Source: an optimization exercise on an open RTL-to-GDS flow (aim: small area, a short achievable clock period and few clock cycles). Production flows keep margins and buffers that such runs may drop.
At most, simulation tests tie the RTL to the original design; equivalence was not proved.
For runs 4 to 6, only the layout was checked, not whether the RTL still works.
Power is estimated from default activity; no workload was simulated.

==> config.mk <==
export PLATFORM = sky130hd
export DESIGN_NAME = rawc_seq
export DESIGN_NICKNAME = rawc_seq
export VERILOG_FILES = /design/flow/design.v
export SDC_FILE = /design/flow/constraint.sdc
export NUM_CORES = 4
export LEC_CHECK = 0
export CAP_MARGIN = 20
export CORE_MARGIN = 2
export CORE_UTILIZATION = 40
export SETUP_SLACK_MARGIN = 1.5
export SLEW_MARGIN = 20
==> constraint.sdc <==
create_clock -name core_clock -period 5.0 [get_ports {clk}]
set_input_delay 1.0000 -clock core_clock [delete_from_list [all_inputs] [get_ports {clk}]]
set_output_delay 1.0000 -clock core_clock [all_outputs]
set_load 0.01 [all_outputs]
==> design.v <==
module rawc_seq (
    input  wire        clk,
    input  wire        rst,         
    input  wire        cmd_valid,
    output wire        cmd_ready,
    input  wire [31:0] cmd_word,
    input  wire        wr_valid,
    output wire        wr_ready,
    input  wire [7:0]  wr_byte,
    output wire        rd_valid,
    output wire [7:0]  rd_byte,
    output wire        rsp_valid,
    input  wire        rsp_ready,
    output wire [31:0] rsp_word,
    output wire        p_valid,
    input  wire        p_ready,
    output wire [3:0]  p_kind,
    output wire [5:0]  p_reg,
    output wire        p_word,
    output wire [15:0] p_wdata,
    input  wire [31:0] p_rdata
);
    localparam [3:0] K_RD    = 4'd1;    
    localparam [3:0] K_WR    = 4'd2;    
    localparam [3:0] K_ARD   = 4'd3;    
    localparam [3:0] K_ARDB  = 4'd4;    
    localparam [3:0] K_AWR   = 4'd5;    
    localparam [3:0] K_AWRB  = 4'd6;    
    localparam [3:0] K_EDIS  = 4'd7;    
    localparam [3:0] K_EEN   = 4'd8;    
    localparam [3:0] K_TMR   = 4'd9;    
    localparam [3:0] K_DLY   = 4'd10;   
    localparam [3:0] K_DIAG  = 4'd11;   
    localparam [3:0] OP_INIT     = 4'h1;
    localparam [3:0] OP_ALLOC_M  = 4'h2;
    localparam [3:0] OP_ALLOC_D  = 4'h3;
    localparam [3:0] OP_DEALL_M  = 4'h4;
    localparam [3:0] OP_DEALL_D  = 4'h5;
    localparam [3:0] OP_MOUNT_RX = 4'h6;
    localparam [3:0] OP_SEND_M   = 4'h7;
    localparam [3:0] OP_SET_IDX  = 4'h8;
    localparam [3:0] OP_GET_IDX  = 4'h9;
    localparam [3:0] OP_READ_B   = 4'hA;
    localparam [3:0] OP_WRITE_B  = 4'hB;
    localparam [3:0] OP_GET_ST   = 4'hC;
    localparam [3:0] OP_SET_ST   = 4'hD;
    localparam [3:0] OP_MOVE     = 4'hE;
    localparam [3:0] OP_RDCSR    = 4'hF;
    localparam [6:0] S_IDLE   = {3'd0, 4'd0};
    localparam [6:0] S_RSP    = {3'd1, 4'd0};
    localparam [6:0] S_RDINT  = {3'd0, K_RD};     
    localparam [6:0] S_RDBC   = {3'd1, K_RD};     
    localparam [6:0] S_FIFO   = {3'd2, K_RD};     
    localparam [6:0] S_STAT   = {3'd3, K_RD};     
    localparam [6:0] S_GIDX   = {3'd4, K_RD};     
    localparam [6:0] S_PRE    = {3'd0, K_WR};     
    localparam [6:0] S_CTL    = {3'd1, K_WR};     
    localparam [6:0] S_CLR2   = {3'd2, K_WR};     
    localparam [6:0] S_CLR1   = {3'd3, K_WR};     
    localparam [6:0] S_SIDX   = {3'd4, K_WR};     
    localparam [6:0] S_ARD    = {3'd0, K_ARD};
    localparam [6:0] S_ARDB   = {3'd0, K_ARDB};
    localparam [6:0] S_AWR    = {3'd0, K_AWR};
    localparam [6:0] S_AWRB   = {3'd0, K_AWRB};
    localparam [6:0] S_EDIS   = {3'd0, K_EDIS};   
    localparam [6:0] S_EREST  = {3'd1, K_EDIS};   
    localparam [6:0] S_EEN    = {3'd0, K_EEN};
    localparam [6:0] S_T0     = {3'd0, K_TMR};    
    localparam [6:0] S_TMR    = {3'd1, K_TMR};    
    localparam [6:0] S_DLY    = {3'd0, K_DLY};
    localparam [6:0] S_DGI    = {3'd1, K_DIAG};   
    localparam [6:0] S_DGX    = {3'd2, K_DIAG};   
    localparam [6:0] S_DGM    = {3'd3, K_DIAG};   
    localparam [6:0] S_DGZ    = {3'd4, K_DIAG};   
    reg [6:0]  st;
    reg        pv;            
    reg        rq;            
    reg [3:0]  op;
    reg        ill;           
    reg [15:0] imm;
    reg [2:0]  w;             
    reg [2:0]  mp;            
    reg        md;            
    reg        second;        
    reg [5:0]  oob;
    reg [1:0]  mnt;           
    reg [3:0]  diags;
    reg        prior;         
    reg [31:0] t0;
    function [5:0] reg_of;
        input [2:0] ww;
        input [2:0] which;    
        begin
            case (ww)
                3'd0:    reg_of = 6'd0  + {3'd0, which};
                3'd1:    reg_of = 6'd5  + {3'd0, which};
                3'd2:    reg_of = 6'd10 + {3'd0, which};
                3'd3:    reg_of = 6'd15 + {3'd0, which};
                3'd4:    reg_of = 6'd20 + {3'd0, which};
                default: reg_of = 6'd25 + {3'd0, which};
            endcase
        end
    endfunction
    function ge12;
        input [11:0] a;
        input [11:0] b;
        integer i;
        reg gt, eq;
        begin
            gt = 1'b0;
            eq = 1'b1;
            for (i = 11; i >= 0; i = i - 1) begin
                gt = gt | (eq & a[i] & ~b[i]);
                eq = eq & ~(a[i] ^ b[i]);
            end
            ge12 = gt | eq;
        end
    endfunction
    function [15:0] dec16;
        input [15:0] a;
        integer i;
        reg borrow;
        begin
            borrow = 1'b1;
            for (i = 0; i < 16; i = i + 1) begin
                dec16[i] = a[i] ^ borrow;
                borrow   = borrow & ~a[i];
            end
        end
    endfunction
    function [7:0] mask1;
        input [2:0] ww;
        begin
            case (ww)
                3'd0:    mask1 = 8'h02;
                3'd1:    mask1 = 8'h04;
                default: mask1 = 8'h01;
            endcase
        end
    endfunction
    function [15:0] mask2;
        input [2:0] ww;
        begin
            case (ww)
                3'd2:    mask2 = 16'h0010;
                3'd3:    mask2 = 16'h0020;
                3'd4:    mask2 = 16'h0004;
                default: mask2 = 16'h0008;
            endcase
        end
    endfunction
    function legal;
        input [31:0] x;
        reg [3:0] o;
        reg [2:0] xw;
        reg [2:0] xp;
        begin
            o  = x[31:28];
            xw = x[26:24];
            xp = x[22:20];
            case (o)
                OP_INIT, OP_DEALL_M, OP_DEALL_D:
                    legal = (x[27:0] == 28'd0);
                OP_ALLOC_M, OP_ALLOC_D, OP_SEND_M:
                    legal = (x[27:16] == 12'd0) && (x[15:12] == 4'd0);
                OP_RDCSR:
                    legal = (x[27:16] == 12'd0) && (x[15:1] == 15'd0);
                OP_MOUNT_RX, OP_GET_IDX:
                    legal = !x[27] && (x[23:0] == 24'd0) && !(xw[2] && xw[1]);
                OP_GET_ST:
                    legal = !x[27] && (x[23:0] == 24'd0) && (xw[2:1] == 2'd0);
                OP_SET_IDX, OP_READ_B, OP_WRITE_B:
                    legal = !x[27] && (x[23:16] == 8'd0) && !(xw[2] && xw[1]);
                OP_SET_ST:
                    legal = !x[27] && (x[23:1] == 23'd0) && (xw[2:1] == 2'd0);
                OP_MOVE:
                    legal = !x[23] && (x[19:12] == 8'd0) && !(xw[2] && xw[1]) && !(xp[2] && xp[1:0] != 2'd0);
                default:
                    legal = 1'b0;
            endcase
        end
    endfunction
    wire [3:0] kind = st[3:0];
    wire       hs   = pv && p_ready;
    assign p_valid = pv;
    assign p_kind  = kind;
    assign rd_valid = hs && (st == S_ARDB);
    assign rd_byte  = p_rdata[7:0];
    reg [5:0]  o_reg;
    reg        o_word;
    reg [15:0] o_wdata;
    always @(*) begin
        o_reg   = reg_of(w, 3'd4);
        o_word  = 1'b1;
        o_wdata = imm;
        case (st)
            S_RDINT: begin o_reg = 6'd30; o_word = 1'b0; end
            S_RDBC:  o_reg = reg_of(w, 3'd3);
            S_FIFO:  o_reg = (op == OP_ALLOC_M) ? 6'd32 : 6'd33;
            S_STAT:  o_reg = reg_of(w, 3'd1);
            S_GIDX:  o_reg = reg_of(w, 3'd0);
            S_PRE: begin
                if (w[2:1] == 2'd0) begin
                    o_reg = 6'd30; o_word = 1'b0; o_wdata = {8'd0, mask1(w)};
                end else begin
                    o_reg = 6'd31; o_wdata = mask2(w);
                end
            end
            S_CTL: begin
                o_reg   = reg_of(w, 3'd2);
                o_wdata = {md, mp, second ? 12'd0 : imm[11:0]};
            end
            S_CLR2:  begin o_reg = 6'd31; o_wdata = 16'h003C; end
            S_CLR1:  begin o_reg = 6'd30; o_word = 1'b0; o_wdata = {8'd0, mask1(w)}; end
            S_SIDX:  o_reg = reg_of(w, 3'd0);
            S_AWRB:  o_wdata = {8'd0, t0[23:16]};
            S_DGI:   o_reg = {3'd1, w};
            S_DGX: begin o_reg = {3'd2, w}; o_wdata = {15'd0, op == OP_WRITE_B}; end
            S_DGM: begin o_reg = {3'd3, w}; o_wdata = 16'd0; end
            S_DGZ: begin o_reg = {3'd4, w}; o_wdata = 16'd0; end
            default: ;
        endcase
    end
    assign p_reg   = o_reg;
    assign p_word  = o_word;
    assign p_wdata = o_wdata;
    assign rsp_valid = rq;
    assign rsp_word  = {ill, 11'd0, diags, t0[15:0]};
    wire [15:0] rd16    = p_rdata[15:0];
    wire        rd_nz   = (rd16 != 16'd0);
    wire        rd0     = p_rdata[0];
    wire [5:0]  dlo    = {1'b0, p_rdata[4:0]} - {1'b0, t0[4:0]};
    wire        blo    = dlo[5];
    wire [26:0] th     = p_rdata[31:5];
    wire [26:0] t0h    = t0[31:5];
    wire [26:0] xeq    = ~(th ^ t0h);                   
    reg  [26:0] c1;
    integer ci;
    always @(*) begin
        c1[0] = !xeq[0];
        for (ci = 1; ci < 27; ci = ci + 1)
            c1[ci] = t0h[ci-1] ? (xeq[ci] == th[ci-1]) : xeq[ci];
    end
    wire        hi_eq0 = &xeq;
    wire        hi_eq1 = &c1;
    wire        lt5    = (dlo[4:3] == 2'd0) && !(dlo[2] && dlo[1:0] != 2'd0);
    wire        lt20   = !dlo[4] || (dlo[3:2] == 2'd0);
    wire        is_si  = (op == OP_SET_IDX);
    wire        lo_lt  = is_si ? lt5 : lt20;
    wire        tmo    = !((blo ? hi_eq1 : hi_eq0) && lo_lt);
    wire        hit     = (w == 3'd0) ? p_rdata[1] : (w == 3'd1) ? p_rdata[2] : p_rdata[0];
    wire        fifo_ok = (rd16[15:12] != 4'd0) || ge12(rd16[11:0], imm[11:0]);    
    wire        go_mv   = fifo_ok || (op == OP_ALLOC_M && rd_nz);
    wire        last_b  = (imm == 16'd1);
    wire        zlen    = (imm == 16'd0);
    reg [6:0] nA, nB;
    reg       dsel_hit, dsel_tmo, dsel_nz, dsel_go, dsel_rd0;
    always @(*) begin
        nA = S_RSP;
        nB = S_RSP;
        dsel_hit = 1'b0;
        dsel_tmo = 1'b0;
        dsel_nz  = 1'b0;
        dsel_go  = 1'b0;
        dsel_rd0 = 1'b0;
        case (st)
            S_EDIS:  begin nA = S_PRE; nB = S_PRE; end
            S_PRE:   begin nA = S_CTL; nB = S_CTL; end
            S_CTL:   begin nA = S_EEN; nB = S_EEN; end
            S_EEN:   begin nA = S_T0;  nB = S_T0;  end
            S_T0:    begin nA = is_si ? S_STAT : S_RDINT; nB = nA; end
            S_RDINT: begin
                dsel_hit = 1'b1;
                nA = (w[2:1] != 2'd0) ? S_CLR2 : S_CLR1;
                nB = S_TMR;
            end
            S_CLR2:  begin nA = S_CLR1; nB = S_CLR1; end
            S_CLR1,
            S_DGM:   begin nA = prior ? S_RDBC : S_EREST; nB = nA; end
            S_TMR: begin
                dsel_tmo = 1'b1;
                nA = is_si ? S_DGI : S_DGM;
                nB = is_si ? S_STAT : S_DLY;
            end
            S_DLY:   begin nA = S_RDINT; nB = S_RDINT; end
            S_EREST: begin nA = S_RDBC;  nB = S_RDBC;  end
            S_RDBC: begin
                if (op == OP_INIT && !second) begin
                    nA = S_EDIS; nB = S_EDIS;
                end else if (op == OP_MOUNT_RX) begin
                    dsel_nz = 1'b1;
                    nA = S_RSP; nB = S_DGZ;
                end
            end
            S_FIFO:  begin dsel_go = 1'b1; nA = S_EDIS; nB = S_RSP; end
            S_STAT:  begin dsel_rd0 = 1'b1; nA = S_TMR; nB = S_RSP; end
            S_SIDX:  begin nA = S_T0; nB = S_T0; end
            S_DGX:   begin nA = (op == OP_WRITE_B) ? S_AWR : S_ARD; nB = nA; end
            S_ARD,
            S_ARDB:  begin nA = zlen || last_b && st == S_ARDB ? S_RSP : S_ARDB; nB = nA; end
            S_AWR,
            S_AWRB:  begin nA = zlen || last_b && st == S_AWRB ? S_RSP : S_AWRB; nB = nA; end
            default: ;
        endcase
    end
    wire d = (dsel_hit && hit) || (dsel_tmo && tmo) || (dsel_nz && rd_nz) ||
             (dsel_go && go_mv) || (dsel_rd0 && rd0);
    wire [6:0] n_hs = d ? nA : nB;
    wire       fin  = (n_hs == S_RSP);
    wire want_b = (st == S_AWR && !zlen) || (st == S_AWRB && !last_b);
    assign wr_ready = (hs && want_b) || (st == S_AWRB && !pv);
    wire take_b = wr_ready && wr_valid;
    assign cmd_ready = (kind == 4'd0);
    wire acc = cmd_valid && cmd_ready;
    wire [3:0] c_op = cmd_word[31:28];
    wire [2:0] c_w  = cmd_word[26:24];
    wire       c_ok = legal(cmd_word);
    always @(posedge clk) begin
        if (rst) begin
            st  <= S_IDLE;
            pv  <= 1'b0;
            rq  <= 1'b0;
            oob <= 6'd0;
            mnt <= 2'd0;
        end else begin
            if (rq && rsp_ready) begin
                rq <= 1'b0;
                st <= S_IDLE;
            end
            if (take_b) t0[23:16] <= wr_byte;
            if (st == S_AWRB && !pv && wr_valid) pv <= 1'b1;
            if (hs) begin
                st <= n_hs;
                rq <= fin;
                pv <= !fin && !((n_hs == S_AWRB) && !wr_valid);
                case (st)
                    S_EDIS:  prior <= rd0;
                    S_T0:    t0 <= p_rdata;
                    S_DGI:   begin
                        oob[w]   <= 1'b1;
                        diags[0] <= 1'b1;
                        t0[15:0] <= 16'd0;
                    end
                    S_DGX:   diags[1] <= 1'b1;
                    S_DGM:   diags[2] <= 1'b1;
                    S_DGZ:   begin
                        diags[3] <= 1'b1;
                        t0[15:0] <= 16'd0;
                    end
                    S_RDBC: begin
                        case (op)
                            OP_INIT: begin
                                second <= 1'b1;
                                w      <= 3'd4;
                                md     <= 1'b1;
                                t0[15:0] <= 16'd0;
                            end
                            OP_ALLOC_M: begin
                                t0[15:0] <= {15'd0, rd_nz && !second};
                                if (rd_nz && !second) oob[3] <= 1'b0;
                            end
                            OP_ALLOC_D: begin
                                t0[15:0] <= {15'd0, rd_nz};
                                if (rd_nz) begin
                                    oob[1] <= 1'b0;
                                    mnt[1] <= 1'b1;
                                end
                            end
                            OP_MOUNT_RX,
                            OP_MOVE: t0[15:0] <= rd16;
                            default: t0[15:0] <= 16'd0;
                        endcase
                    end
                    S_FIFO: begin
                        t0[15:0] <= 16'd0;
                        if (!fifo_ok) begin
                            second <= 1'b1;
                            w      <= 3'd2;
                            md     <= 1'b0;
                        end
                    end
                    S_STAT: begin
                        if (!rd0) begin
                            oob[w]   <= 1'b0;
                            t0[15:0] <= 16'd0;
                        end
                    end
                    S_GIDX:  t0[15:0] <= rd16;
                    S_ARDB,
                    S_AWRB:  imm <= dec16(imm);
                    default: ;
                endcase
            end
            if (acc) begin
                op     <= c_op;
                ill    <= !c_ok;
                imm    <= cmd_word[15:0];
                t0[15:0] <= cmd_word[15:0];
                diags  <= 4'd0;
                second <= 1'b0;
                w      <= c_w;
                mp     <= cmd_word[22:20];
                md     <= cmd_word[27];
                pv     <= 1'b1;
                rq     <= 1'b0;
                if (!c_ok) begin
                    pv <= 1'b0;
                    rq <= 1'b1;
                    t0[15:0] <= 16'd0;
                    st <= S_RSP;
                end else begin
                    case (c_op)
                        OP_INIT:     begin w <= 3'd1; mp <= 3'd3; md <= 1'b0; st <= S_EDIS;
                                           mnt <= 2'b00; end
                        OP_ALLOC_M:  begin w <= 3'd3; mp <= 3'd1; md <= 1'b1; st <= S_FIFO; end
                        OP_ALLOC_D:  begin w <= 3'd1; mp <= 3'd2; md <= 1'b1; st <= S_FIFO; end
                        OP_DEALL_M:  begin w <= 3'd2; mp <= 3'd1; md <= 1'b0; st <= S_EDIS; end
                        OP_DEALL_D:  begin w <= 3'd0; mp <= 3'd2; md <= 1'b0; st <= S_EDIS;
                                           mnt[0] <= 1'b0; end
                        OP_MOUNT_RX: begin mp <= 3'd0; md <= 1'b1; st <= S_EDIS;
                                           if (c_w == 3'd0) mnt[0] <= 1'b1; end
                        OP_SEND_M:   begin w <= 3'd3; mp <= 3'd0; md <= 1'b0; st <= S_EDIS; end
                        OP_SET_IDX:  st <= S_SIDX;
                        OP_GET_IDX:  st <= S_GIDX;
                        OP_READ_B:   st <= oob[c_w] ? S_DGX : S_ARD;
                        OP_WRITE_B:  st <= oob[c_w] ? S_DGX : S_AWR;
                        OP_MOVE:     st <= S_EDIS;
                        OP_GET_ST: begin
                            pv <= 1'b0;
                            rq <= 1'b1;
                            t0[15:0] <= {15'd0, mnt[c_w[0]]};
                            st <= S_RSP;
                        end
                        OP_SET_ST: begin
                            mnt[c_w[0]] <= cmd_word[0];
                            pv <= 1'b0;
                            rq <= 1'b1;
                            t0[15:0] <= 16'd0;
                            st <= S_RSP;
                        end
                        default: begin    
                            pv <= 1'b0;
                            rq <= 1'b1;
                            t0[15:0] <= cmd_word[0] ? {14'd0, mnt} : {10'd0, oob};
                            st <= S_RSP;
                        end
                    endcase
                end
            end
        end
    end
endmodule
==> run.sh <==
#!/bin/bash
# synth_recipe.tcl (not shown) runs the flow's synth.tcl, then flattens the netlist and writes it again
# the make line also repeats each setting of config.mk as NAME=value (left out here)
make -C /OpenROAD-flow-scripts/flow DESIGN_CONFIG=/design/flow/config.mk WORK_HOME=/design/flow/orfs CLKGATE_MAP_FILE= SYNTH_SCRIPT=/design/flow/synth_recipe.tcl finish
==> results of run 1 <==
==> sequential cells by signal, summed over array words and instances, names as in the netlist, 3 cells and up, named ones only <==
signal	count
diags	4
imm	16
mp	3
op	4
st	7
t0	32
w	3
==> what timing repair did <==
item                                    4_1_cts  5_1_grt
gates resized for setup                      95       78
endpoints found under the setup margin       38       56
pin swaps                                    14       19
buffers inserted                             20       27
==> area by class of cell <==
type | instances | area share [%]
Timing Repair Buffer | 213 | 18.7
Tap cell | 265 | 3.15
Sequential cell | 83 | 22.3
Clock inverter | 6 | 0.928
Multi-Input combinational cell | 767 | 51.2
Clock buffer | 10 | 2.18
Inverter | 43 | 1.53
==> worst register-to-register path, cell delays in order, from the launching register on <==
cell and delay (ns):
edfxtp_1 0.40, inv_2 0.06, ha_4 0.16, ha_1 0.18, ha_1 0.18, ha_2 0.18, ha_1 0.19, ha_2 0.17
ha_2 0.17, ha_1 0.18, ha_2 0.17, ha_1 0.18, ha_2 0.17, ha_2 0.17, ha_1 0.17, ha_2 0.18
xnor2_2 0.12, o21ai_1 0.07
==> per-stage QoR <==
| stage | utilization, % | hold WS, ns | cell area, µm² |
|---|---|---|---|
| after floorplan | - | 0.451 | 7890 |
| after global placement | 48.2 | 0.500 | 9320 |
| after detailed placement | 48.2 | 0.502 | 9320 |
| after CTS | 52.0 | 0.516 | 10100 |
| after global routing | 54.4 | 0.559 | 10500 |
| final | 54.4 | 0.511 | 10500 |
==> where the power goes <==
group	total (mW)	internal [mW]	switching [mW]
clock	0.771	0.446	0.325
sequential	0.801	0.770	0.0312
combinational	0.474	0.215	0.258
==> logic make-up after synthesis <==
family	synth area share [%]
mux	3.27
other cells	0.0478
xor+xnor	4.46
simple gates	26.5
compound gates	22.4
fa+ha+maj	5.29
flops	29.6
buf+inv	8.37
==> layer usage <==
layer	routed length (µm)	vias up
met3	2470	65
met2	13700	412
li1	-	3861
met1	12500	3964
met5	0	-
met4	941	0
==> worst max-delay path by stage <==
stage | slack, ns | endpoint | depth (start not counted) | startpoint
finish | 1.47 | p_reg[2] | 9 | st[2]$_SDFFE_PP0P_
floorplan | 1.66 | imm[15]$_DFFE_PP_ | 17 | imm[0]$_DFFE_PP_
detailed placement | 0.56 | pv$_SDFFE_PP0P_ | 10 | p_rdata[2]
global placement | 0.56 | pv$_SDFFE_PP0P_ | 10 | p_rdata[2]
CTS | 1.31 | p_wdata[0] | 8 | st[4]$_SDFFE_PP0P_
global route | 1.36 | p_reg[2] | 10 | st[4]$_SDFFE_PP0P_
==> placed cells by master, fill, tap and decap left out, drive strengths merged, types with 10 or more instances in the layout <==
cell	count
edfxtp	66
nand3	30
nor3	32
nand4	16
nor2b	38
o22ai	10
inv	45
xnor2	39
dfxtp	17
nand2	74
nand3b	10
clkdlybuf4s50	107
nor2	94
a31oi	13
a22o	16
ha	30
buf	74
nand2b	25
o21ai	65
mux2i	20
a211oi	11
a21oi	72
nor4	28
dlymetal6s2s	14
conb	11
clkbuf	19
==> impl_results.md, run 1 <==
- Status: finished clean
- Most frequent cell after synthesis: nor2_1
- Cells after DPL: 1324
- # clock sinks: 83
- Maxcap violations: 0
- Clk_skew: 0.0119 ns
- Worst Setup Slack, final: 1.47 ns
- Post-synth cell types: 82
- Multi-input gate area: 5380 µm²
- Max Freq: 283 MHz
- Clock Latency Late Sink: 0.36 ns
- Vias/cell: 5.99
- Io pins: 150
- Nets: 1226
- H-tree depth: 3
- CP startpoint kind: register
- CP Cell Sequence: or4b_4 -> nor2_4 -> a21oi_1 -> o22ai_1 -> nor4bb_4 -> nand3_1 -> a21oi_1 -> a21oi_1 -> clkbuf_2
- Hpwl dp: 22.1 mm
- Worst R2R End: imm[15]$_DFFE_PP_
- Worst IR drop on VDD: 0.000149 V
- Syn Area/Cell: 8.08 µm²
- Drt drc: 0
- Die Ht: 144 µm
- GR Util met3: 4.54%
- Die Wd: 144 µm
- Met2 Use GR: 44.2%
- CP most frequent cell: a21oi_1
- CTS clk-pin slew, worst paths: 0.07 ns
- Final wirelength: 29.6 mm
- Final setup violation count: 0
- Mapped Area: 7850 µm²
- YS warnings: 1
- Placer Congestion: 0.976
- Unrepaired setup endpoints after global routing: yes
- Wire per inst: 21.3 µm
- Power Total: 2.05 mW
- Post-synth EDFFs: 66
- IO Port Bufs: 138
- Relative slew margins: 47.2%
- Layout cells sized above 1: 18.3%
- Critical Path Sink Type: output port
- Top_reg_cell synth: edfxtp_1
- Worst endpoint required time: 4.00 ns
- CTS buffer count: 9
- Pwr dens: 195 nW/µm²
- CP Class: register to output port
- # diodes: 0
- Final hold vios: 0
- Routing usage on met1: 37.4%
- GRT Util Overall: 27.7%
- Ranking of synthesized cells by area: edfxtp_1, ha_1, a21oi_1
- GR peak layer: met2
- Vias in the first global route: 7636
- Rows: 51
- Fin crit share: 70.5%
- CTS tree: yes
- Hold_sp: oob[3]$_SDFFE_PP0P_
- Finished Layout Cells: 1387
- Worst EP arrival: 2.53 ns
- # fillers: 1863
- Die area: 20800 µm²
- Cts hold-fix bufs: 0
- Reg2Reg Setup Slack: 1.63 ns
- Register Area: 2350 µm²
- Clock root cell: clkbuf_16
- Post-layout minimum cycle time: 3.53 ns
- Place WS: 0.558 ns
- Worst Reg2Reg Path Length in Cells: 17
- Critical R2R Launch: imm[0]$_DFFE_PP_
- Crit-path max FO: 15
- Largest net degree at the start of global routing: 55
- Tightest Hold Check Type: register to register
- First-pass GRT wire length: 43.8 mm
- Via count: 8302
- Yosys reg bits: 83
- Slowest stage cell, crit path: or4b_4
- Post-synth ARST share: 0%
- Post-synth top cells: nor2_1, nand2_1, a21oi_1
- Core box area: 19300 µm²
- DRT iter0 DRCs: 716
- Synth Instances: 972
- Worst-Margin Slew: 0.789 ns
- Clock tree buffer depth: 2
- Worst hold stages: 2
- Sequential cell area fraction in the yosys report: 29.6%
- Drt first pass iters: 5
- Grt total ovfl: 0
- DRT antenna net count: 0
- Top delay family on crit path: simple AND/OR/NAND/NOR gates
- Max incr delay on CP: 0.60 ns
- Setup TNS: 0 ns
- Synth area leader: edfxtp_1
- WP buf/inv: 1
- Pins Over Slew Limit: 0
- Area added between synthesis and finish: 33.9%
- Yosys top cell area share: 25.2%
- LEAKAGE: 3.92 nW
- Hold Path Sink: oob[3]$_SDFFE_PP0P_
- Initial core utilization: 40.6%
- Initial antenna violation count: 0
Testbench counts, summed over its fixed seeds: cycles 146,720.
==> inputs of run 2 (changes only) <==
==> flow/run.sh (new file) <==
#!/bin/bash
# Layout flow: the standard ORFS flow, unchanged, except that the port
# buffers inserted during placement use the smallest buffer cell.
set -euo pipefail
export BUFFER_PORTS_ARGS="-buffer_cell sky130_fd_sc_hd__buf_1"
bash standard.sh > standard_flow.log 2>&1
==> standard.sh (new file) <==
#!/bin/bash
# synth_recipe.tcl (not shown) runs the flow's synth.tcl, then flattens the netlist and writes it again
# the make line also repeats each setting of config.mk as NAME=value (left out here)
make -C /OpenROAD-flow-scripts/flow DESIGN_CONFIG=/design/flow/config.mk WORK_HOME=/design/flow/orfs CLKGATE_MAP_FILE= SYNTH_SCRIPT=/design/flow/synth_recipe.tcl "${@:-finish}"
--- a/config.mk
+++ b/config.mk
@@ -9,4 +9,4 @@
 export CORE_MARGIN = 2
 export CORE_UTILIZATION = 40
-export SETUP_SLACK_MARGIN = 1.5
+export SETUP_SLACK_MARGIN = 2.0
 export SLEW_MARGIN = 20
removed: run.sh
==> impl_results.md, run 2 <==
- Relative slew margins: 35.1% (-12 points)
- Ranking of synthesized cells by area: edfxtp_1, ha_1, a21oi_1
- Worst hold slack: 0.497 ns (-0.0140 ns)
- Post-synth cell types: 82 (unchanged)
- Yosys top cell area share: 25.2% (unchanged)
- Drt first pass iters: 5 (unchanged)
- Initial core utilization: 40.6% (unchanged)
- Power Total: 2.00 mW (-2.1%)
- CP startpoint kind: register
- DRT iter0 DRCs: 738 (+3.1%)
- Clock root cell: clkbuf_16
- CTS buffer count: 9 (unchanged)
- Via count: 8439 (+1.7%)
- Largest net degree at the start of global routing: 39 (-29%)
- Synth Instances: 972 (unchanged)
- Rows: 51 (unchanged)
- Worst endpoint required time: 4.00 ns (about the same)
- Pwr dens: 193 nW/µm² (-0.61%)
- Place WS: 0.838 ns (+0.280 ns)
- Post-layout minimum cycle time: 3.56 ns (+0.0371 ns)
- IO Port Bufs: 138 (unchanged)
- Yosys reg bits: 83 (unchanged)
- Initial antenna violation count: 0 (unchanged)
- Clock Latency Late Sink: 0.35 ns (about the same)
- Crit-path max FO: 9 (-6)
- # fillers: 1858 (-0.27%)
- Maxcap violations: 0 (unchanged)
- Grt total ovfl: 0 (unchanged)
- Nets: 1250 (+2.0%)
- Vias in the first global route: 7558 (-1.0%)
- Pins Over Slew Limit: 0 (unchanged)
- Largest registers: t0: 32 flops, imm: 16 flops, st: 7 flops
- Cts hold-fix bufs: 0 (unchanged)
- Die Wd: 144 µm (unchanged)
- Most common library cell in the layout ignoring fill and taps: buf_1
- Layout cells sized above 1: 24.4% (+6.2 points)
- Status: finished clean
- Critical R2R Launch: imm[0]$_DFFE_PP_
- Critical Path Sink Type: output port
- Most flops, register: t0
- GRT Util Overall: 27.2% (-0.50 points)
- Placer Congestion: 0.939 (-3.8%)
- Worst Reg2Reg Path Length in Cells: 17 (unchanged)
- Final wirelength: 29.3 mm (-0.90%)
- Post-synth top cells: nor2_1, nand2_1, a21oi_1
- # diodes: 0 (unchanged)
- CTS tree: yes
- Final Util: 53.5% (-0.83 points)
- Die area: 20800 µm² (unchanged)
- Setup TNS: 0 ns (unchanged)
- Worst Setup Slack, final: 1.44 ns (-0.0371 ns)
- YS warnings: 1 (unchanged)
- Worst IR drop on VDD: 0.000181 V (+21%)
- Top_reg_cell synth: edfxtp_1
- Synth area leader: edfxtp_1
- Hpwl dp: 21.2 mm (-3.9%)
- Sequential cell area fraction in the yosys report: 29.6% (unchanged)
- Tightest Hold Check Type: register to register
- Post-synth ARST share: 0% (unchanged)
- Final setup violation count: 0 (unchanged)
- Most frequent cells in the layout: buf_1, nor2_1, buf_4
- Max Freq: 281 MHz (-1.0%)
- Drt drc: 0 (unchanged)
- Die Ht: 144 µm (unchanged)
- CP Class: register to output port
- Io pins: 150 (unchanged)
- Core box area: 19300 µm² (unchanged)
- Vias/cell: 5.98 (about the same)
- Clock tree buffer depth: 2 (unchanged)
- Setup crit start: st[0]$_SDFFE_PP0P_
- Reg2Reg Setup Slack: 1.92 ns (+0.29 ns)
- Fin crit share: 71.3% (+0.74 points)
- DRT antenna net count: 0 (unchanged)
- First-pass GRT wire length: 43.0 mm (-1.8%)
- # clock sinks: 83 (unchanged)
- H-tree depth: 3 (unchanged)
- Clk_skew: 0.0112 ns (-0.000648 ns)
- Worst-Margin Slew: 0.970 ns (+0.181 ns)
- Worst R2R End: imm[15]$_DFFE_PP_
- CTS clk-pin slew, worst paths: 0.07 ns (about the same)
- Wire per inst: 20.8 µm (-2.6%)
- Unrepaired setup endpoints after global routing: yes
- Crit path to: p_wdata[2]
- Mapped Area: 7850 µm² (unchanged)
- Largest register FFs: 32 (unchanged)
- Most frequent cell after synthesis: nor2_1
- LEAKAGE: 3.73 nW (-4.9%)
- Area added between synthesis and finish: 31.9%
- Worst EP arrival: 2.56 ns (+0.03 ns)
- Syn Area/Cell: 8.08 µm² (unchanged)
- Final hold vios: 0 (unchanged)
- Post-synth EDFFs: 66 (unchanged)
run 2: routing by layer:
| layer | track usage (%) | vias to the layer above | wire [µm] |
|---|---|---|---|
| li1 | - | 3913 | - |
| met1 | 35.4 | 3995 | 11900 |
| met2 | 45.5 | 462 | 13800 |
| met3 | 5.13 | 69 | 2580 |
| met4 | 9.03 | 0 | 969 |
| met5 | 0 | - | 0 |
run 2: area by class of cell:
cell class                      instances  area [µm²]  area share (%)
Multi-Input combinational cell        767        5700            55.1
Tap cell                              265         332            3.20
Timing Repair Buffer                  237        1470            14.2
Clock inverter                          7         106            1.03
Clock buffer                            9         225            2.18
Inverter                               43         176            1.70
Sequential cell                        83        2350            22.7
run 2: logic make-up (layout without fill, tap and decap cells):
| group | after synthesis | in the layout | share of synthesized area (%) |
|---|---|---|---|
| buffers and inverters | 132 | 296 | 8.37 |
| adders and majority gates | 33 | 33 | 5.29 |
| AOI/OAI and AO/OA | 265 | 265 | 22.4 |
| and+or+nand+nor | 394 | 394 | 26.5 |
| DFF | 83 | 83 | 29.6 |
| muxes | 24 | 24 | 3.27 |
| xor gates and xnor gates | 40 | 40 | 4.46 |
| other | 1 | 11 | 0.0478 |
run 2: metrics by stage:
| stage | cells | cell area, µm² |
|---|---|---|
| after CTS | 1379 | 9780 |
| after global routing | 1411 | 10400 |
| after detailed placement | 1306 | 8610 |
| final | 1411 | 10400 |
| after floorplan | 982 | 8190 |
| after global placement | 1306 | 8610 |
run 2: timing repair:
action / CTS / global route
cloned: 1 / 0
resized for setup: 107 / 91
setup endpoints to repair: 99 / 66
setup buffers: 56 / 31
pin swaps: 46 / 40
run 2: how the worst min path moves through the flow:
stage	from	endpoint	slack (ns)	depth (start not counted)
after floorplan	oob[3]$_SDFFE_PP0P_	oob[3]$_SDFFE_PP0P_	0.45	2
after global placement	oob[3]$_SDFFE_PP0P_	oob[3]$_SDFFE_PP0P_	0.49	2
after detailed placement	oob[3]$_SDFFE_PP0P_	oob[3]$_SDFFE_PP0P_	0.49	2
after CTS	oob[3]$_SDFFE_PP0P_	oob[3]$_SDFFE_PP0P_	0.50	2
after global routing	oob[3]$_SDFFE_PP0P_	oob[3]$_SDFFE_PP0P_	0.51	2
final	oob[3]$_SDFFE_PP0P_	oob[3]$_SDFFE_PP0P_	0.50	2
run 2: worst max-delay path: stages, from the launching register on:
cell and delay [ns]:
dfxtp_4 0.35, buf_12 0.12, or4b_4 0.59, buf_4 0.17, o21ai_2 0.05, a22oi_2 0.09, o21bai_4 0.21, buf_8 0.14
a221o_1 0.33, buf_1 0.14
run 2: power by group:
group	switching (mW)	internal, mW	leakage [nW]
combinational	0.261	0.167	2.80
sequential	0.0334	0.771	0.767
clock	0.322	0.448	0.163
==> inputs of run 3 (changes only) <==
--- a/config.mk
+++ b/config.mk
@@ -9,4 +9,4 @@
 export CORE_MARGIN = 2
 export CORE_UTILIZATION = 40
-export SETUP_SLACK_MARGIN = 2.0
+export SETUP_SLACK_MARGIN = 1.5
 export SLEW_MARGIN = 20
==> impl_results.md, run 3 <==
- Status: finished clean
- Die Ht: 144 µm (unchanged)
- Wire per inst: 20.9 µm (+0.55%)
- Initial antenna violation count: 0 (unchanged)
- Mapped Area: 7850 µm² (unchanged)
- Vias in the first global route: 7610 (+0.69%)
- Reg2Reg Setup Slack: 1.63 ns (-0.29 ns)
- Die Wd: 144 µm (unchanged)
- Unrepaired setup endpoints after global routing: yes
- Worst R2R End: imm[15]$_DFFE_PP_
- Worst Reg2Reg Path Length in Cells: 17 (unchanged)
- Drt drc: 0 (unchanged)
- Initial core utilization: 40.6% (unchanged)
- Grt total ovfl: 0 (unchanged)
- Vias/cell: 6.01 (+0.55%)
- Clock root cell: clkbuf_16
- H-tree depth: 3 (unchanged)
- Synth area leader: edfxtp_1
- Die area: 20800 µm² (unchanged)
- Critical Path Sink Type: output port
- Cells after DPL: 1312 (+0.46%)
- Final Util: 47.7% (-5.9 points)
- Clk_skew: 0.00683 ns (-0.00442 ns)
- Most frequent cells in the layout: buf_1, nor2_1, nand2_1
- Clock Latency Late Sink: 0.35 ns (about the same)
- Post-synth EDFFs: 66 (unchanged)
- Io pins: 150 (unchanged)
- Worst endpoint required time: 4.00 ns (about the same)
- Post-synth ARST share: 0% (unchanged)
- Layout cells sized above 1: 12.7% (-12 points)
- Pins Over Slew Limit: 0 (unchanged)
- Relative slew margins: 31.5% (-3.6 points)
- Setup TNS: 0 ns (unchanged)
- CP Class: register to output port
- Largest registers: t0: 32 flops, imm: 16 flops, st: 7 flops
- CTS clk-pin slew, worst paths: 0.07 ns (about the same)
- IO Port Bufs: 138 (unchanged)
- Drt first pass iters: 5 (unchanged)
- Yosys top cell area share: 25.2% (unchanged)
- CTS tree: yes
- Largest register FFs: 32 (unchanged)
- Placer Congestion: 0.919 (-2.1%)
- LEAKAGE: 3.20 nW (-14%)
- Most flops, register: t0
- Final hold vios: 0 (unchanged)
- Top_reg_cell synth: edfxtp_1
- # diodes: 0 (unchanged)
- Final instance area: 9220 µm² (-11%)
- Nets: 1198 (-4.2%)
- Critical R2R Launch: imm[0]$_DFFE_PP_
- Crit-path max FO: 12 (+3)
- Worst EP arrival: 2.50 ns (-0.06 ns)
- Rows: 51 (unchanged)
- CTS buffer count: 9 (unchanged)
- # clock sinks: 83 (unchanged)
- Most frequent cell after synthesis: nor2_1
- DRT antenna net count: 0 (unchanged)
- Maxcap violations: 0 (unchanged)
- Largest net degree at the start of global routing: 54 (+38%)
- Post-synth cell types: 82 (unchanged)
- Post-layout minimum cycle time: 3.50 ns (-0.0599 ns)
- Finished Layout Cells: 1359 (-3.7%)
- Post-place instance area: 8360 µm² (-2.9%)
- Most common library cell in the layout ignoring fill and taps: buf_1
- Worst IR drop on VDD: 0.000165 V (-8.7%)
- Yosys reg bits: 83 (unchanged)
- YS warnings: 1 (unchanged)
- Max Freq: 285 MHz (+1.7%)
- Power Total: 1.88 mW (-6.2%)
- CP startpoint kind: register
- Area added between synthesis and finish: 17.4%
- First-pass GRT wire length: 42.4 mm (-1.3%)
- Synth Instances: 972 (unchanged)
- Pwr dens: 204 nW/µm² (+5.4%)
- Worst-Margin Slew: 1.02 ns (+0.0534 ns)
- Final wirelength: 28.4 mm (-3.2%)
- Cts hold-fix bufs: 0 (unchanged)
- Via count: 8173 (-3.2%)
- Post-synth top cells: nor2_1, nand2_1, a21oi_1
- Hold Path Sink: oob[3]$_SDFFE_PP0P_
- Final setup violation count: 0 (unchanged)
- Core box area: 19300 µm² (unchanged)
- Hpwl dp: 21.4 mm (+0.96%)
- Hold_sp: oob[3]$_SDFFE_PP0P_
- DRT iter0 DRCs: 805 (+9.1%)
- Ranking of synthesized cells by area: edfxtp_1, ha_1, a21oi_1
- GRT Util Overall: 26.7% (-0.48 points)
- Sequential cell area fraction in the yosys report: 29.6% (unchanged)
- Worst hold stages: 2 (unchanged)
- Tightest Hold Check Type: register to register
- Clock tree buffer depth: 2 (unchanged)
- Fin crit share: 70.1% (-1.2 points)
- Syn Area/Cell: 8.08 µm² (unchanged)
[run 3: cell counts after synthesis]
Identical to the previous run, type by type.
[run 3: layout make-up]
type                    count  area (µm²)
multi-input cells         768        5170
inverters                  43         165
clock buffers               9         225
well taps                 265         332
fillers                  1955       10100
repair buffers            184         901
flip-flops and latches     83        2350
clock inverters             7        77.6
[run 3: worst max-delay path by stage]
stage | startpoint | slack, ns | to
after floorplan | imm[0]$_DFFE_PP_ | 1.66 | imm[15]$_DFFE_PP_
after global placement | p_rdata[0] | 0.84 | pv$_SDFFE_PP0P_
after detailed placement | p_rdata[0] | 0.82 | pv$_SDFFE_PP0P_
after CTS | w[1]$_DFFE_PP_ | 1.50 | p_reg[2]
after global routing | st[1]$_SDFFE_PP0P_ | 1.38 | p_reg[2]
final | st[1]$_SDFFE_PP0P_ | 1.50 | p_reg[2]
[run 3: kinds of logic (layout without fill, tap and decap cells)]
logic type / Yosys count / count (layout) / share of synthesized area (%)
AO/OA/AOI/OAI: 265 / 266 / 22.4
XOR/XNOR: 40 / 40 / 4.46
adder cells (fa/ha/maj): 33 / 33 / 5.29
buffers and inverters: 132 / 243 / 8.37
flip-flops: 83 / 83 / 29.6
multiplexers: 24 / 24 / 3.27
other: 1 / 11 / 0.0478
AND/OR/NAND/NOR: 394 / 394 / 26.5
[run 3: routing by layer]
layer  global-route usage [%]  wire (µm)
met5                        0          0
met4                     10.0        777
met3                     5.20       2510
met2                     44.2      13200
met1                     34.6      11900
[run 3: repair_timing]
action                                  CTS  global route
pin swaps                                 7            13
gates resized for setup                  48            38
endpoints found under the setup margin   41            30
gates cloned                              0             1
buffers inserted                         20            10
[run 3: power by group]
group / internal [mW] / switching, mW
combinational: 0.140 / 0.236
clock: 0.391 / 0.310
sequential: 0.770 / 0.0320
[run 3: stage by stage]
stage	hold WS (ns)	worst slack [ns]
floorplan	0.451	1.66
global placement	0.498	0.835
detailed placement	0.503	0.821
CTS	0.510	1.50
global route	0.553	1.38
finish	0.519	1.50
[run 3: worst max-delay path: stages, from the launching register on]
cell	delay [ns]
dfxtp_4	0.36
buf_6	0.15
or4b_4	0.56
o211ai_1	0.17
nand2_2	0.14
nor4bb_4	0.32
nand3_1	0.11
a21oi_1	0.15
a21oi_1	0.05
buf_2	0.15
==> inputs of run 4 (changes only) <==
--- a/design.v
+++ b/design.v
@@ -226,5 +226,5 @@
     assign p_wdata = o_wdata;
     assign rsp_valid = rq;
-    assign rsp_word  = {ill, 11'd0, diags, t0[15:0]};
+    assign rsp_word  = {ill, 11'd0, diags, ill ? 16'd0 : t0[15:0]};
     wire [15:0] rd16    = p_rdata[15:0];
     wire        rd_nz   = (rd16 != 16'd0);
@@ -396,5 +396,4 @@
                 ill    <= !c_ok;
                 imm    <= cmd_word[15:0];
-                t0[15:0] <= cmd_word[15:0];
                 diags  <= 4'd0;
                 second <= 1'b0;
@@ -402,4 +401,20 @@
                 mp     <= cmd_word[22:20];
                 md     <= cmd_word[27];
+                case (c_op)
+                    OP_INIT:     begin w <= 3'd1; mp <= 3'd3; md <= 1'b0; end
+                    OP_ALLOC_M:  begin w <= 3'd3; mp <= 3'd1; md <= 1'b1; end
+                    OP_ALLOC_D:  begin w <= 3'd1; mp <= 3'd2; md <= 1'b1; end
+                    OP_DEALL_M:  begin w <= 3'd2; mp <= 3'd1; md <= 1'b0; end
+                    OP_DEALL_D:  begin w <= 3'd0; mp <= 3'd2; md <= 1'b0; end
+                    OP_MOUNT_RX: begin mp <= 3'd0; md <= 1'b1; end
+                    OP_SEND_M:   begin w <= 3'd3; mp <= 3'd0; md <= 1'b0; end
+                    default: ;
+                endcase
+                case (c_op)
+                    OP_GET_ST: t0[15:0] <= {15'd0, mnt[c_w[0]]};
+                    OP_SET_ST: t0[15:0] <= 16'd0;
+                    OP_RDCSR:  t0[15:0] <= cmd_word[0] ? {14'd0, mnt} : {10'd0, oob};
+                    default:   t0[15:0] <= cmd_word[15:0];
+                endcase
                 pv     <= 1'b1;
                 rq     <= 1'b0;
@@ -407,34 +422,23 @@
                     pv <= 1'b0;
                     rq <= 1'b1;
-                    t0[15:0] <= 16'd0;
                     st <= S_RSP;
                 end else begin
                     case (c_op)
-                        OP_INIT:     begin w <= 3'd1; mp <= 3'd3; md <= 1'b0; st <= S_EDIS;
-                                           mnt <= 2'b00; end
-                        OP_ALLOC_M:  begin w <= 3'd3; mp <= 3'd1; md <= 1'b1; st <= S_FIFO; end
-                        OP_ALLOC_D:  begin w <= 3'd1; mp <= 3'd2; md <= 1'b1; st <= S_FIFO; end
-                        OP_DEALL_M:  begin w <= 3'd2; mp <= 3'd1; md <= 1'b0; st <= S_EDIS; end
-                        OP_DEALL_D:  begin w <= 3'd0; mp <= 3'd2; md <= 1'b0; st <= S_EDIS;
-                                           mnt[0] <= 1'b0; end
-                        OP_MOUNT_RX: begin mp <= 3'd0; md <= 1'b1; st <= S_EDIS;
-                                           if (c_w == 3'd0) mnt[0] <= 1'b1; end
-                        OP_SEND_M:   begin w <= 3'd3; mp <= 3'd0; md <= 1'b0; st <= S_EDIS; end
+                        OP_INIT:     begin st <= S_EDIS; mnt <= 2'b00; end
+                        OP_ALLOC_M,
+                        OP_ALLOC_D:  st <= S_FIFO;
+                        OP_DEALL_D:  begin st <= S_EDIS; mnt[0] <= 1'b0; end
+                        OP_MOUNT_RX: begin st <= S_EDIS; if (c_w == 3'd0) mnt[0] <= 1'b1; end
+                        OP_DEALL_M,
+                        OP_SEND_M,
+                        OP_MOVE:     st <= S_EDIS;
                         OP_SET_IDX:  st <= S_SIDX;
                         OP_GET_IDX:  st <= S_GIDX;
                         OP_READ_B:   st <= oob[c_w] ? S_DGX : S_ARD;
                         OP_WRITE_B:  st <= oob[c_w] ? S_DGX : S_AWR;
-                        OP_MOVE:     st <= S_EDIS;
-                        OP_GET_ST: begin
-                            pv <= 1'b0;
-                            rq <= 1'b1;
-                            t0[15:0] <= {15'd0, mnt[c_w[0]]};
-                            st <= S_RSP;
-                        end
                         OP_SET_ST: begin
                             mnt[c_w[0]] <= cmd_word[0];
                             pv <= 1'b0;
                             rq <= 1'b1;
-                            t0[15:0] <= 16'd0;
                             st <= S_RSP;
                         end
@@ -442,5 +446,4 @@
                             pv <= 1'b0;
                             rq <= 1'b1;
-                            t0[15:0] <= cmd_word[0] ? {14'd0, mnt} : {10'd0, oob};
                             st <= S_RSP;
                         end
--- a/config.mk
+++ b/config.mk
@@ -8,5 +8,5 @@
 export CAP_MARGIN = 20
 export CORE_MARGIN = 2
-export CORE_UTILIZATION = 40
+export CORE_UTILIZATION = 60
 export SETUP_SLACK_MARGIN = 1.5
 export SLEW_MARGIN = 20
==> impl_results.md, run 4 <==
- Status: finished clean
- Post-layout minimum cycle time: 3.62 ns (+0.115 ns)
- Pwr dens: 201 nW/µm² (-1.6%)
- Die Wd: 116 µm (-19%)
- CP Class: register to output port
- Syn Area/Cell: 8.24 µm² (+2.0%)
- Initial core utilization: 60.8% (+20 points)
- DRT antenna net count: 0 (unchanged)
- Worst endpoint required time: 4.00 ns (about the same)
- Yosys reg bits: 83 (unchanged)
- Wire per inst: 21.5 µm (+2.7%)
- Power Total: 1.87 mW (-0.53%)
- Ranking of synthesized cells by area: edfxtp_1, ha_1, nor2_1
- Fin crit share: 72.4% (+2.3 points)
- Pins Over Slew Limit: 0 (unchanged)
- Die area: 13500 µm² (-35%)
- IO Port Bufs: 138 (unchanged)
- Critical Path Sink Type: output port
- Io pins: 150 (unchanged)
- CP startpoint kind: register
- CTS buffer count: 9 (unchanged)
- # fillers: 1009 (-48%)
- Post-synth ARST share: 0% (unchanged)
- Top_reg_cell synth: edfxtp_1
- Crit-path max FO: 13 (+1)
- Initial antenna violation count: 1 (+1)
- Via count: 8216 (+0.53%)
- Drt drc: 0 (unchanged)
- Unrepaired setup endpoints after global routing: yes
- Clk_skew: 0.00538 ns (-0.00145 ns)
- Max incr delay on CP: 0.35 ns (-0.21 ns)
- Clock Latency Late Sink: 0.35 ns (about the same)
- Mapped Area: 7580 µm² (-3.4%)
- Sequential cell area fraction in the yosys report: 30.6% (+1.1 points)
- Most frequent cell after synthesis: nor2_1
- Die Ht: 116 µm (-19%)
- Largest registers: t0: 32 flops, imm: 16 flops, st: 7 flops
- CTS tree: yes
- Post-synth cell types: 83 (+1.2%)
- Slowest stage cell, crit path: a221o_1
- H-tree depth: 3 (unchanged)
- Post-synth EDFFs: 66 (unchanged)
- Register Area: 2330 µm² (-0.64%)
- Largest register FFs: 32 (unchanged)
- Layout cells sized above 1: 17.0% (+4.3 points)
- Most common library cell in the layout ignoring fill and taps: buf_1
- Largest net degree at the start of global routing: 49 (-9.3%)
- GRT Util Overall: 38.8% (+12 points)
- # clock sinks: 83 (unchanged)
- Placer Congestion: 1.02 (+10%)
- DRT iter0 DRCs: 1108 (+38%)
- Core box area: 12500 µm² (-36%)
- CP Cell Sequence: buf_4 -> nor2_1 -> nand2_2 -> a21oi_2 -> nor3_4 -> buf_6 -> a21o_4 -> a221o_1 -> buf_2
- Setup TNS: 0 ns (unchanged)
- Tightest Hold Check Type: register to register
- Max Freq: 276 MHz (-3.2%)
- Relative slew margins: 32.2% (+0.67 points)
- Most flops, register: t0
- Final Util: 74.8% (+27 points)
- Grt total ovfl: 0 (unchanged)
- CTS clk-pin slew, worst paths: 0.06 ns (about the same)
- Drt first pass iters: 7 (+2)
- Hpwl dp: 19.2 mm (-10%)
- Clock tree buffer depth: 2 (unchanged)
- Final wirelength: 27.0 mm (-4.9%)
- Maxcap violations: 0 (unchanged)
- Most frequent cells in the layout: buf_1, nor2_1, nand2_1
- Rows: 41 (-20%)
- Synth Instances: 920 (-5.3%)
- Clock root cell: clkbuf_16
- Synth area leader: edfxtp_1
- Final hold vios: 0 (unchanged)
- First-pass GRT wire length: 39.9 mm (-6.1%)
- LEAKAGE: 3.52 nW (+10%)
- Post-synth top cells: nor2_1, nand2_1, edfxtp_1
- Worst EP arrival: 2.62 ns (+0.12 ns)
- YS warnings: 1 (unchanged)
- Nets: 1190 (-0.67%)
- Cts hold-fix bufs: 0 (unchanged)
- Final setup violation count: 0 (unchanged)
- Vias in the first global route: 7295 (-4.1%)
- Multi-input gate area: 5170 µm² (about the same)
- Vias/cell: 6.53 (+8.5%)
- Worst-Margin Slew: 1.01 ns (-0.0101 ns)
- Yosys top cell area share: 26.1% (+0.90 points)
- Worst IR drop on VDD: 0.000216 V (+30%)
- Area added between synthesis and finish: 23.0%
[run 4: final timing paths]
check / from / to / cells past startpoint / slack [ns]
worst max-delay path: st[3]$_SDFFE_PP0P_ / p_wdata[1] / 9 / 1.38
worst min-delay path: rq$_SDFFE_PP0P_ / rq$_SDFFE_PP0P_ / 2 / 0.51
worst max register to register: st[4]$_SDFFE_PP0P_ / st[2]$_SDFFE_PP0P_ / 23 / 1.46
worst min register to register: rq$_SDFFE_PP0P_ / rq$_SDFFE_PP0P_ / 2 / 0.51
[run 4: where the power goes]
part           total [mW]  internal, mW  switching [mW]  leakage, nW
Clock               0.656         0.380           0.277        0.142
Sequential          0.803         0.776          0.0268        0.765
Combinational       0.410         0.161           0.249         2.61
[run 4: area by class of cell]
cell class,count,area share (%)
Clock inverter,2,0.107
Tap cell,172,2.31
Clock buffer,14,2.95
Timing Repair Buffer,208,12.2
Inverter,47,1.92
Antenna cell,1,0.0268
Multi-Input combinational cell,732,55.5
Sequential cell,83,25.0
[run 4: worst max-delay path, delay by kind of cell, from the launching register on]
| kind | cells | cell delay, ns |
|---|---|---|
| and+or+nand+nor | 3 | 0.63 |
| buffers and inverters | 3 | 0.47 |
| AOI/OAI and AO/OA | 3 | 0.83 |
| DFF | 1 | 0.32 |
[run 4: metrics by stage]
step                      cells  setup WS, ns  area (µm²)  hold WS (ns)
after floorplan             930          1.29        7620         0.487
after global placement     1193         0.836        8160         0.498
after detailed placement   1193         0.793        8160         0.500
after CTS                  1245          1.37        8930         0.511
after global routing       1259          1.31        9320         0.530
final                      1259          1.38        9320         0.513
[run 4: repair_timing]
item,CTS,global route
gates cloned,0,0
pin swaps,18,24
buffers inserted,36,13
gates resized for setup,59,73
endpoints found under the setup margin,28,34
[run 4: cells by family (layout without fill, tap and decap cells)]
logic type | after synthesis | after routing | synth area share (%)
buffers and inverters | 115 | 271 | 6.98
xor gates and xnor gates | 27 | 27 | 3.22
DFF | 83 | 83 | 30.6
muxes | 35 | 35 | 4.87
and+or+nand+nor | 380 | 380 | 26.5
adders and majority gates | 33 | 33 | 5.48
other | 1 | 12 | 0.0495
AOI/OAI and AO/OA | 246 | 246 | 22.2
[run 4: layer usage]
metal  track usage [%]  part of all wire [%]
met5                 0                     0
met1              54.7                    41
met4              13.1                   3.5
met3              10.3                    12
met2              57.9                    44
==> inputs of run 5 (changes only) <==
--- a/config.mk
+++ b/config.mk
@@ -8,5 +8,5 @@
 export CAP_MARGIN = 20
 export CORE_MARGIN = 2
-export CORE_UTILIZATION = 60
+export CORE_UTILIZATION = 40
 export SETUP_SLACK_MARGIN = 1.5
 export SLEW_MARGIN = 20
==> impl_results.md, run 5 <==
- Status: finished clean
- Area added between synthesis and finish: 25.3%
- Synth Instances: 920 (unchanged)
- Critical Path Sink Type: register
- DRT iter0 DRCs: 963 (-13%)
- Largest register FFs: 32 (unchanged)
- Io pins: 150 (unchanged)
- Initial antenna violation count: 0 (-1)
- Drt first pass iters: 8 (+1)
- Vias/cell: 6.02 (-7.7%)
- CP Cell Sequence: buf_12 -> xnor2_4 -> or3b_4 -> or4_4 -> nor4_4 -> a31oi_4 -> a211oi_4 -> a22oi_2 -> or4_4 -> o41ai_2
- CTS clk-pin slew, worst paths: 0.06 ns (about the same)
- Tightest Hold Check Type: register to register
- Vias in the first global route: 7388 (+1.3%)
- Post-layout minimum cycle time: 3.66 ns (+0.0384 ns)
- Ranking of synthesized cells by area: edfxtp_1, ha_1, nor2_1
- Clk_skew: 0.00940 ns (+0.00402 ns)
- Final hold vios: 0 (unchanged)
- Die Ht: 142 µm (+22%)
- Cells after DPL: 1260 (+5.6%)
- Post-synth cell types: 83 (unchanged)
- Post-synth ARST share: 0% (unchanged)
- Most frequent cell after synthesis: nor2_1
- Core box area: 18600 µm² (+50%)
- Most flops, register: t0
- Most common library cell in the layout ignoring fill and taps: buf_1
- YS warnings: 1 (unchanged)
- Pwr dens: 202 nW/µm² (+0.61%)
- Synth area leader: edfxtp_1
- Max incr delay on CP: 0.56 ns (+0.21 ns)
- Nets: 1196 (+0.50%)
- Worst hold slack: 0.530 ns (+0.0163 ns)
- Clock tree buffer depth: 2 (unchanged)
- # diodes: 0 (-1)
- LEAKAGE: 3.56 nW (+1.3%)
- CP Class: primary input to register
- # fillers: 1813 (+80%)
- Yosys reg bits: 83 (unchanged)
- Largest net degree at the start of global routing: 49 (unchanged)
- Maxcap violations: 0 (unchanged)
- DRT antenna net count: 0 (unchanged)
- Layout cells sized above 1: 18.5% (+1.5 points)
- Worst EP arrival: 3.91 ns (+1.29 ns)
- Max Freq: 273 MHz (-1.1%)
- Pins Over Slew Limit: 0 (unchanged)
- Via count: 7983 (-2.8%)
- CTS tree: yes
- Mapped Area: 7580 µm² (unchanged)
- CTS buffer count: 9 (unchanged)
- Initial core utilization: 40.7% (-20 points)
- GRT Util Overall: 27.7% (-11 points)
- CP most frequent cell: or4_4
- Hpwl dp: 21.0 mm (+9.4%)
- First-pass GRT wire length: 42.7 mm (+7.1%)
- Worst IR drop on VDD: 0.000153 V (-29%)
- Sequential cell area fraction in the yosys report: 30.6% (unchanged)
- # clock sinks: 83 (unchanged)
- Clock root cell: clkbuf_16
- Post-synth EDFFs: 66 (unchanged)
- CP startpoint kind: primary input
- Die Wd: 142 µm (+22%)
- Final setup violation count: 0 (unchanged)
- Syn Area/Cell: 8.24 µm² (unchanged)
- Worst-Margin Slew: 1.02 ns (+0.00591 ns)
- Post-synth top cells: nor2_1, nand2_1, edfxtp_1
- Finished Layout Cells: 1326 (+5.3%)
- Relative slew margins: 31.8% (-0.40 points)
- Top_reg_cell synth: edfxtp_1
- H-tree depth: 3 (unchanged)
- Final wirelength: 28.5 mm (+5.6%)
- Slowest stage cell, crit path: or4_4
- Unrepaired setup endpoints after global routing: yes
- IO Port Bufs: 138 (unchanged)
- WP buf/inv: 1 (-2)
- Wire per inst: 21.5 µm (+0.23%)
- Drt drc: 0 (unchanged)
- Die area: 20100 µm² (+48%)
- Clock Latency Late Sink: 0.35 ns (about the same)
- Setup TNS: 0 ns (unchanged)
- Rows: 50 (+22%)
- Grt total ovfl: 0 (unchanged)
- Top delay family on crit path: simple AND/OR/NAND/NOR gates
- Worst endpoint required time: 5.25 ns (+1.25 ns)
- Most frequent cells in the layout: buf_1, nor2_1, edfxtp_1
- Largest registers: t0: 32 flops, imm: 16 flops, st: 7 flops
- Crit-path max FO: 4 (-9)
- Fin crit share: 73.2% (+0.77 points)
- Placer Congestion: 0.969 (-4.6%)
- Yosys top cell area share: 26.1% (unchanged)
run 5: cell counts after synthesis:
Identical to the previous run, type by type.
run 5: power breakdown:
group | switching [mW] | internal (mW) | total [mW] | leakage, nW
Combinational | 0.249 | 0.166 | 0.415 | 2.65
Sequential | 0.0272 | 0.777 | 0.804 | 0.764
Clock | 0.304 | 0.392 | 0.696 | 0.146
run 5: final timing paths:
| check | from | end | slack [ns] | cells after the start |
|---|---|---|---|---|
| worst min register to register | rq$_SDFFE_PP0P_ | rq$_SDFFE_PP0P_ | 0.53 | 2 |
| worst max-delay path | p_rdata[10] | rq$_SDFFE_PP0P_ | 1.34 | 10 |
| worst min-delay path | rq$_SDFFE_PP0P_ | rq$_SDFFE_PP0P_ | 0.53 | 2 |
| worst max register to register | st[3]$_SDFFE_PP0P_ | rq$_SDFFE_PP0P_ | 1.51 | 11 |
run 5: final cells by class:
class / instances / area [µm²] / share of cell area [%]
clock inverter: 7 / 75.1 / 0.791
clock buffer: 9 / 225 / 2.37
multi-input combinational: 733 / 5190 / 54.7
timing repair buffer: 213 / 1200 / 12.7
sequential: 83 / 2330 / 24.5
tap: 234 / 293 / 3.08
inverter: 47 / 176 / 1.86
run 5: what timing repair did:
action / in CTS / in global routing
buffers inserted: 37 / 12
pin swaps: 31 / 22
gates cloned: 1 / 0
resized for setup: 97 / 53
endpoints found under the setup margin: 30 / 35
hold buffers: 0 / 0
run 5: layer usage:
layer  global-route usage [%]  up-vias  part of all wire (%)
li1                         -     3740                     -
met1                     39.2     3787                    43
met2                     41.7      402                    45
met3                     6.38       54                   9.6
met4                     9.53        0                   2.7
met5                        0        -                     0
run 5: cells by family after synthesis:
kind of cell | Yosys count | synth area share [%]
compound gates | 246 | 22.2
xor+xnor | 27 | 3.22
fa+ha+maj | 33 | 5.48
buf+inv | 115 | 6.98
flops | 83 | 30.6
mux | 35 | 4.87
other cells | 1 | 0.0495
simple gates | 380 | 26.5
run 5: tightest hold or removal path, stage by stage, from the launching register on:
cell	delay, ns
dfxtp_1	0.34
nand3_1	0.09
o41ai_2	0.06
run 5: metrics by stage:
step                worst slack [ns]  utilization (%)  total power, mW  area (µm²)
finish                          1.34             50.9             1.92        9490
global route                    1.29             50.9             1.99        9490
CTS                             1.33             49.4             1.91        9210
detailed placement             0.720             44.4             1.18        8270
global placement               0.790             44.4             1.17        8270
floorplan                       1.29                -             1.05        7620
==> inputs of run 6 (changes only) <==
==> flow/run.sh (replaced) <==
#!/bin/bash
# Layout flow: the standard ORFS flow (standard.sh), with two changes:
#  - the port buffers inserted during placement use the smallest buffer cell;
#  - synthesis leaves adders to ABC instead of extracting half/full adder
#    cells (ADDER_MAP_FILE empty), so carry chains are mapped as logic.
# The synthesis script and its register names are the standard ones.
set -euo pipefail
export BUFFER_PORTS_ARGS="-buffer_cell sky130_fd_sc_hd__buf_1"
export ADDER_MAP_FILE=
bash standard.sh > standard_flow.log 2>&1
--- a/config.mk
+++ b/config.mk
@@ -6,4 +6,5 @@
 export NUM_CORES = 4
 export LEC_CHECK = 0
+export ABC_CLOCK_PERIOD_IN_PS = 2500
 export CAP_MARGIN = 20
 export CORE_MARGIN = 2
==> impl_results.md, run 6 <==
- Slowest stage cell, crit path: or3b_2
- Tightest Hold Check Type: register to register
- Post-layout minimum cycle time: 3.41 ns (-0.245 ns)
- Top_reg_cell synth: edfxtp_1
- Post-synth cell types: 85 (+2.4%)
- Core box area: 18600 µm² (-0.34%)
- # fillers: 1896 (+4.6%)
- Synth Area in XOR/XNOR: 6.93% (+3.7 points)
- Nets: 1149 (-3.9%)
- Maxcap violations: 0 (unchanged)
- Critical Path Sink Type: output port
- DRT antenna net count: 0 (unchanged)
- Syn Area/Cell: 7.88 µm² (-4.3%)
- Hold_sp: mnt[0]$_SDFFE_PP0P_
- Hpwl dp: 20.8 mm (-0.90%)
- Setup TNS: 0 ns (unchanged)
- Synth Area in Compound Gates: 23.6% (+1.4 points)
- Most common library cell in the layout ignoring fill and taps: buf_1
- # clock sinks: 83 (unchanged)
- Critical R2R Launch: w[1]$_DFFE_PP_
- Mux contribution to synthesized area: 3.10% (-1.8 points)
- Die Ht: 141 µm (-0.22%)
- Clock tree buffer depth: 2 (unchanged)
- Cells after DPL: 1277 (+1.3%)
- Max incr delay on CP: 0.55 ns (about the same)
- Cts hold-fix bufs: 0 (unchanged)
- Max Freq: 293 MHz (+7.2%)
- Most frequent cell after synthesis: nor2_1
- Register Area: 2340 µm² (+0.65%)
- CP Class: register to output port
- Pins Over Slew Limit: 0 (unchanged)
- Worst EP arrival: 2.41 ns (-1.50 ns)
- Post-Synth Adder-Cell Area: 0.431% (-5.0 points)
- CTS clk-pin slew, worst paths: 0.07 ns (about the same)
- Clock root cell: clkbuf_16
- Die area: 20000 µm² (-0.44%)
- Wire per inst: 21.1 µm (-2.0%)
- Reg2Reg Setup Slack: 1.66 ns (+0.15 ns)
- Vias in the first global route: 7343 (-0.61%)
- Largest net degree at the start of global routing: 39 (-20%)
- Worst hold stages: 2 (unchanged)
- LEAKAGE: 3.03 nW (-15%)
- Final setup violation count: 0 (unchanged)
- Worst IR drop on VDD: 0.000177 V (+16%)
- Most flops, register: t0
- Area added between synthesis and finish: 18.1%
- Top delay family on crit path: compound AO/OA/AOI/OAI gates
- Vias/cell: 6.16 (+2.3%)
- Worst-Margin Slew: 0.935 ns (-0.0847 ns)
- Largest registers: t0: 32 flops, imm: 16 flops, st: 7 flops
- Die Wd: 141 µm (-0.22%)
- Sequential cell area fraction in the yosys report: 30.8% (+0.14 points)
- H-tree depth: 3 (unchanged)
- Pwr dens: 227 nW/µm² (+12%)
- Post-Synth Simple-Gate Area: 28.9% (+2.3 points)
- Most frequent cells in the layout: buf_1, nor2_1, nand2_1
- Multi-input gate area: 5010 µm² (-3.5%)
- IO Port Bufs: 138 (unchanged)
- Initial core utilization: 40.6% (-0.052 points)
- Yosys top cell area share: 26.3% (+0.12 points)
- Initial antenna violation count: 0 (unchanged)
- Io pins: 150 (unchanged)
- WP buf/inv: 2 (+1)
- DRT iter0 DRCs: 828 (-14%)
- Worst endpoint required time: 4.00 ns (-1.25 ns)
- CTS buffer count: 9 (unchanged)
- Finished Layout Cells: 1310 (-1.2%)
- Status: finished clean
- Grt total ovfl: 0 (unchanged)
- Hold Path Sink: mnt[0]$_SDFFE_PP0P_
- Largest family of logic cells by synthesized area: simple AND/OR/NAND/NOR gates
[run 6: changes by cell type after synthesis, moves of 5 or more]
cell,previous run,this run
nor2b_1,44,53
mux2i_1,29,20
inv_1,45,16
o21ai_0,48,67
nand2b_1,30,24
xnor2_1,23,49
nand4_1,6,16
clkbuf_1,37,46
nand2_1,70,93
a222oi_1,6,1
ha_1,30,0
buf_2,0,6
[run 6: how the worst max path moves through the flow]
| stage | end | from | slack [ns] | cells after the start |
|---|---|---|---|---|
| 3_5_place_dp | pv$_SDFFE_PP0P_ | p_rdata[10] | 1.08 | 11 |
| 6_report | p_wdata[5] | st[6]$_SDFFE_PP0P_ | 1.59 | 6 |
| 5_1_grt | p_reg[2] | st[2]$_SDFFE_PP0P_ | 1.46 | 9 |
| 2_1_floorplan | pv$_SDFFE_PP0P_ | p_rdata[0] | 1.69 | 11 |
| 4_1_cts | p_reg[0] | st[0]$_SDFFE_PP0P_ | 1.50 | 7 |
| 3_3_place_gp | mnt[1]$_SDFF_PP0_ | cmd_word[29] | 1.11 | 11 |
[run 6: metrics by stage]
stage | power (mW) | area (µm²) | utilization [%] | hold WS (ns) | setup WS [ns]
after global routing | 2.09 | 8910 | 48.0 | 0.534 | 1.46
after floorplan | 1.07 | 7580 | - | 0.457 | 1.69
after global placement | 1.20 | 8130 | 43.8 | 0.495 | 1.11
after detailed placement | 1.20 | 8130 | 43.8 | 0.488 | 1.08
after CTS | 2.01 | 8650 | 46.6 | 0.507 | 1.50
final | 2.02 | 8910 | 48.0 | 0.507 | 1.59
[run 6: report_power, final]
part	total [mW]	switching, mW	internal (mW)	leakage (nW)
registers	0.823	0.0457	0.777	0.763
clock network	0.816	0.291	0.524	0.186
logic	0.384	0.234	0.150	2.08
[run 6: routing by layer]
layer | global-route usage (%) | up-vias | routed length (µm)
li1 | - | 3749 | -
met4 | 10.1 | 0 | 886
met2 | 42.3 | 395 | 12700
met1 | 36.5 | 3865 | 12000
met5 | 0 | - | 0
met3 | 4.29 | 57 | 2020
[run 6: cells by family (layout without fill, tap and decap cells)]
logic type	Yosys count	count (layout)
and+or+nand+nor	420	420
AOI/OAI and AO/OA	271	271
buffers and inverters	99	208
DFF	83	83
xor gates and xnor gates	58	58
muxes	22	22
adders and majority gates	3	3
other	1	11
[run 6: worst min-delay path: stages (launching register included)]
cell,delay [ns]
dfxtp_1,0.34
nand2_1,0.07
a21oi_1,0.05
[run 6: cell type report]
cell class	count	area share (%)
Tap cell	234	3.29
Timing Repair Buffer	174	9.16
Inverter	18	0.758
Clock buffer	14	3.81
Clock inverter	2	0.435
Multi-Input combinational cell	785	56.3
Sequential cell	83	26.3
[run 6: repair_timing]
action,CTS,global route
pin swaps,2,3
resized for setup,34,33
setup buffers,3,14
endpoints found under the hold margin,0,0
endpoints found under the setup margin,24,26

## static timing again, ports no longer ideal
Ports are ideal in the flow. The routed layouts listed here were re-timed in OpenROAD. Step 1: set_driving_cell puts a clkbuf_16 on clk and a buf_2 on each other input, an assumption about the parent block. Step 2, shift: input delay + t, output delay - t, t = (earliest + latest rising clock arrival at the registers) / 2. This alone moves slack from input paths to output paths. a / b / c = no drivers / after step 1 / after step 2; a / b = the first two.
run | t, ns | setup slack, ns | slew at the worst register clock pin (ns)
run 1 | 0.398 | 1.473 / 1.430 / 1.206 | 0.07 / 0.07
run 2 | 0.394 | 1.436 / 1.391 / 1.409 | 0.07 / 0.07
run 3 | 0.395 | 1.495 / 1.452 / 1.157 | 0.07 / 0.07
run 4 | 0.393 | 1.381 / 1.339 / 0.990 | 0.06 / 0.06
run 5 | 0.396 | 1.342 / 1.336 / 0.941 | 0.07 / 0.07
run 6 | 0.391 | 1.587 / 1.545 / 1.226 | 0.07 / 0.07
After both steps setup and hold are still met in every run listed. For run 5, which loses most, drivers alone change the setup slack by -0.006 ns; drivers and shift together by -0.401 ns.
